This design comes from an exercise in tuning for small area, a short achievable clock period and few clock cycles per item on the open sky130 flow, not from production work. In this exercise RTL edits were held to simulation tests only and were not proved equivalent to the original. No activity file was given, so power comes from the tool's default toggle rates.

==> module gamefu_core, before the edit <==
module gamefu_core (
    input  wire        clk,
    input  wire        rst,
    input  wire        cfg_trap,
    input  wire [31:0] cfg_imem_base,
    input  wire [31:0] cfg_imem_size,
    input  wire        step_req,
    output wire        step_ready,
    output wire [31:0] imem_addr,
    input  wire [31:0] imem_rdata,
    output reg         res_valid,
    output reg  [2:0]  res_kind,
    output wire        res_in_delay_slot,
    output wire [31:0] res_pc,
    input  wire [5:0]  dbg_idx,
    output wire [31:0] dbg_data,
    output wire [31:0] dbg_code,
    output wire [63:0] dbg_cycle
);
    reg [31:0]  gpr [1:31];
    reg [31:1]  gv;           
    reg [31:2]  pc_q;         
    reg [31:0]  code;
    reg [63:0]  cycle;
    reg         ids;          
    reg         pend_v;       
    reg [31:2]  pend_t;       
    reg         e_v;          
    reg         e_f;          
    reg         tp;           
    reg         tov;          
    wire e_exec = e_v & ~e_f;
    wire [5:0]  opcode = code[31:26];
    wire [4:0]  rs     = code[25:21];
    wire [4:0]  rt     = code[20:16];
    wire [4:0]  rd     = code[15:11];
    wire [4:0]  shamt  = code[10:6];
    wire [5:0]  funct  = code[5:0];
    wire [15:0] imm    = code[15:0];
    wire is_special = (opcode == 6'h00);
    wire i_sll   = is_special && (funct == 6'h00);
    wire i_add   = is_special && (funct == 6'h20);
    wire i_addu  = is_special && (funct == 6'h21);
    wire i_or    = is_special && (funct == 6'h25);
    wire i_jal   = (opcode == 6'h03);
    wire i_beq   = (opcode == 6'h04);
    wire i_bne   = (opcode == 6'h05);
    wire i_addi  = (opcode == 6'h08) || (opcode == 6'h09);
    wire i_ori   = (opcode == 6'h0D);
    wire i_unimpl = !(i_sll || i_add || i_addu || i_or || i_jal || i_beq ||
                      i_bne || i_addi || i_ori);
    wire i_br    = i_beq || i_bne;
    wire [5:0] ra_idx = e_v ? {1'b0, rs} : dbg_idx;
    wire [31:1] ra_sel, rb_sel;
    genvar gk, gb;
    generate
        for (gk = 1; gk < 32; gk = gk + 1) begin : g_sel
            assign ra_sel[gk] = gv[gk] && (ra_idx == gk);
            assign rb_sel[gk] = gv[gk] && (rt == gk);
        end
    endgenerate
    wire ra_pc = (ra_idx == 6'd32);
    wire [31:0] ra_val, rb_val;
    wire [31:0] pc_w = {pc_q, 2'b00};
    generate
        for (gb = 0; gb < 32; gb = gb + 1) begin : g_rd
            wire [31:1] col;
            for (gk = 1; gk < 32; gk = gk + 1) begin : g_col
                assign col[gk] = gpr[gk][gb];
            end
            gamefu_rdbit_a u_a (.sel(ra_sel), .d(col), .sel_pc(ra_pc), .d_pc(pc_w[gb]),
                                .q(ra_val[gb]));
            gamefu_rdbit_b u_b (.sel(rb_sel), .d(col), .q(rb_val[gb]));
        end
    endgenerate
    wire [31:2] pc4 = pc_q + 30'd1;           
    wire [31:0] sext_imm = {{16{imm[15]}}, imm};
    wire [31:0] op_a = (i_jal || i_br) ? {pc4, 2'b00} : ra_val;
    wire [31:0] op_b = i_jal  ? 32'd4 :
                       i_br   ? {sext_imm[29:0], 2'b00} :
                       (i_addi || i_ori) ? {{16{imm[15] && !i_ori}}, imm} : rb_val;
    wire [31:0] sum  = op_a + op_b;
    wire add_ovf = (ra_val[31] ~^ rb_val[31]) & (ra_val[31] ^ sum[31]);
    wire probe   = e_exec && i_add && cfg_trap && !tp;    
    wire e_do    = e_exec && !probe;                      
    wire trap    = i_add && cfg_trap && tov;
    wire [31:0] or_val = ra_val | op_b;
    wire        regs_equal = (ra_val == rb_val);
    wire        q_pc = i_jal || (i_beq && regs_equal) || (i_bne && !regs_equal);
    wire [31:2] q_t  = i_jal ? {pc4[31:28], code[25:0]} : sum[31:2];
    wire        wr_en   = i_sll || i_addu || i_or || i_addi || i_ori || i_jal ||
                          (i_add && !trap);
    wire [4:0]  wr_idx  = (i_jal) ? 5'd31 : is_special ? rd : rt;
    wire [31:0] wr_data = i_sll ? (rb_val << shamt) :
                          (i_or || i_ori) ? or_val : sum;
    wire [31:2] pc_after = pend_v ? pend_t : trap ? pc_q : pc4;
    wire        ready = ~(e_exec & i_add & cfg_trap);
    wire [31:2] fa    = e_exec ? (pend_v ? pend_t : pc4) : pc_q;
    wire [30:0] w_off = {1'b0, fa} - {1'b0, cfg_imem_base[31:2]};
    wire [31:0] w_a   = ~{2'b0, fa};
    wire [31:0] w_b   = {2'b0, cfg_imem_base[31:2]};
    wire [31:0] w_s   = {2'b0, cfg_imem_size[31:2]};
    wire [31:0] w_x   = w_a ^ w_b ^ w_s;
    wire [31:0] w_y   = {((w_a[30:0] & w_b[30:0]) | (w_a[30:0] & w_s[30:0]) |
                          (w_b[30:0] & w_s[30:0])), 1'b0};
    wire [31:0] w_t   = w_x + w_y;
    wire        fetch_oob = w_off[30] || w_t[31];
    wire        accept = step_req & ready;
    assign step_ready        = ready;
    assign imem_addr         = {fa, 2'b00};
    assign res_pc            = {pc_q, 2'b00};
    assign res_in_delay_slot = ids;
    assign dbg_code          = code;
    assign dbg_cycle         = cycle;
    assign dbg_data          = ra_val;
    integer j;
    always @(posedge clk) begin
        if (e_do && wr_en)
            for (j = 1; j < 32; j = j + 1)
                if (wr_idx == j) gpr[j] <= wr_data;
        tov <= add_ovf;
        if (accept && !fetch_oob)
            code <= imem_rdata;
        if (e_do)
            pend_t <= q_t;
        if (rst) begin
            gv        <= 31'd0;
            pc_q      <= 30'd0;
            code      <= 32'd0;
            cycle     <= 64'd0;
            ids       <= 1'b0;
            pend_v    <= 1'b0;
            e_v       <= 1'b0;
            e_f       <= 1'b0;
            res_valid <= 1'b0;
            res_kind  <= 3'd0;
            tp        <= 1'b0;
        end else begin
            if (e_do && wr_en)
                for (j = 1; j < 32; j = j + 1)
                    if (wr_idx == j) gv[j] <= 1'b1;
            tp <= probe;
            if (e_do) begin
                ids    <= pend_v;
                pend_v <= q_pc;
                pc_q   <= pc_after;
                cycle  <= cycle + 64'd1;
            end
            e_v <= accept || probe;
            if (accept) e_f <= fetch_oob;
            res_valid <= e_v && !probe;
            if (e_v && !probe) res_kind <= e_f ? 3'd4 : {1'b0, trap, i_unimpl};
        end
    end
endmodule
clock: 12.0 ns
lec_check: 0
cap_margin: 20
core_margin: 2
core_utilization: 35
cts_buf_list: sky130_fd_sc_hd__clkbuf_8
cts_cluster_diameter: 60
cts_cluster_size: 16
place_density: 0.5
setup_slack_margin: 5
slew_margin: 20
synth_hierarchical: 1
synth_minimum_keep_size: 0
standard.sh (not shown) runs the stock make flow with config.mk's settings and CLKGATE_MAP_FILE= SYNTH_SCRIPT=/design/flow/synth_recipe.tcl, a recipe that flattens the netlist after the stock synthesis.
==> flow/flow/run.sh <==
#!/bin/bash
# Own flow: the standard layout with two changes. The port buffers are
# sky130_fd_sc_hd__buf_2 cells (the standard flow picks a delay cell), and
# timing repair does not clone gates (a clone added late, after the last
# design repair, can leave a driver over its slew limit once routed).
# Synthesis is the standard one, run unchanged. Each make writes its full
# output to a log here; ORFS's own per-step logs stay under orfs/logs/.
set -euo pipefail
bash standard.sh synth > synth_make.log 2>&1
bash standard.sh "BUFFER_PORTS_ARGS=-buffer_cell sky130_fd_sc_hd__buf_2" \
    SKIP_GATE_CLONING=1 finish > layout_make.log 2>&1
test -f out/final.def
Testbench counts at the start, summed over its fixed seeds: cycles 32,016, steps 32,000.
Change:
--- a/flow/design.v
+++ b/flow/design.v
@@ -97,13 +97,13 @@
     wire        ready = ~(e_exec & i_add & cfg_trap);
     wire [31:2] fa    = e_exec ? (pend_v ? pend_t : pc4) : pc_q;
-    wire [30:0] w_off = {1'b0, fa} - {1'b0, cfg_imem_base[31:2]};
-    wire [31:0] w_a   = ~{2'b0, fa};
-    wire [31:0] w_b   = {2'b0, cfg_imem_base[31:2]};
-    wire [31:0] w_s   = {2'b0, cfg_imem_size[31:2]};
-    wire [31:0] w_x   = w_a ^ w_b ^ w_s;
-    wire [31:0] w_y   = {((w_a[30:0] & w_b[30:0]) | (w_a[30:0] & w_s[30:0]) |
-                          (w_b[30:0] & w_s[30:0])), 1'b0};
-    wire [31:0] w_t   = w_x + w_y;
-    wire        fetch_oob = w_off[30] || w_t[31];
+    wire [33:0] fa_off  = {2'b0, fa, 2'b00} - {2'b0, cfg_imem_base};
+    wire [34:0] ob_a    = ~{3'b0, fa, 2'b00};
+    wire [34:0] ob_b    = {3'b0, cfg_imem_base};
+    wire [34:0] ob_s    = {3'b0, cfg_imem_size};
+    wire [34:0] ob_x    = ob_a ^ ob_b ^ ob_s;
+    wire [34:0] ob_y    = {((ob_a[33:0] & ob_b[33:0]) | (ob_a[33:0] & ob_s[33:0]) |
+                            (ob_b[33:0] & ob_s[33:0])), 1'b0};
+    wire [34:0] ob_t    = ob_x + ob_y + 35'h7FFFFFFFD;
+    wire        fetch_oob = fa_off[33] || ob_t[34];
     wire        accept = step_req & ready;
     assign step_ready        = ready;
The new run completed without violations.
Final cell count grows by 1.0%.
Cell area barely changes.
Critical path depth shrinks by 8.
Clock-buffer cell count grows by 1.
Utilization shrinks by 0.48 points.
Routed wire length shrinks by 1.3%.
Power grows by 4.9%.
Register-to-register slack improved by 0.26 ns.
Synthesized cell count grows by 1.6%.
Global-route usage hardly moves.
Hold slack got worse by 0.0081 ns.
Testbench counts after the change, summed over its fixed seeds: cycles 32,016, steps 32,000.

## what the ideal ports hide
In the flow no input, the clock included, has a driving cell. The finished layouts below were timed again as built, in two steps. Step 1, drivers: a clkbuf_16 drives clk and a buf_2 each remaining input, both assumed. Step 2 moves the port delays by t, midway between the first and last clock arrival at a register: inputs arrive t later, outputs are due t later. That takes back most of the time a late clock gives input paths. Slacks: ideal ports / drivers / drivers and shift; pairs: ideal ports / drivers.
run	shift t [ns]	slack for setup (ns)	hold WS [ns]
the first run	0.992	4.686 / 4.686 / 3.773	0.465 / 0.465 / 0.465
the second run	0.987	4.801 / 4.741 / 4.152	0.457 / 0.457 / 0.457
After both steps setup and hold are still met in every run listed. For the first run, which loses most, drivers alone change the setup slack by 0.000 ns; drivers and shift together by -0.913 ns.
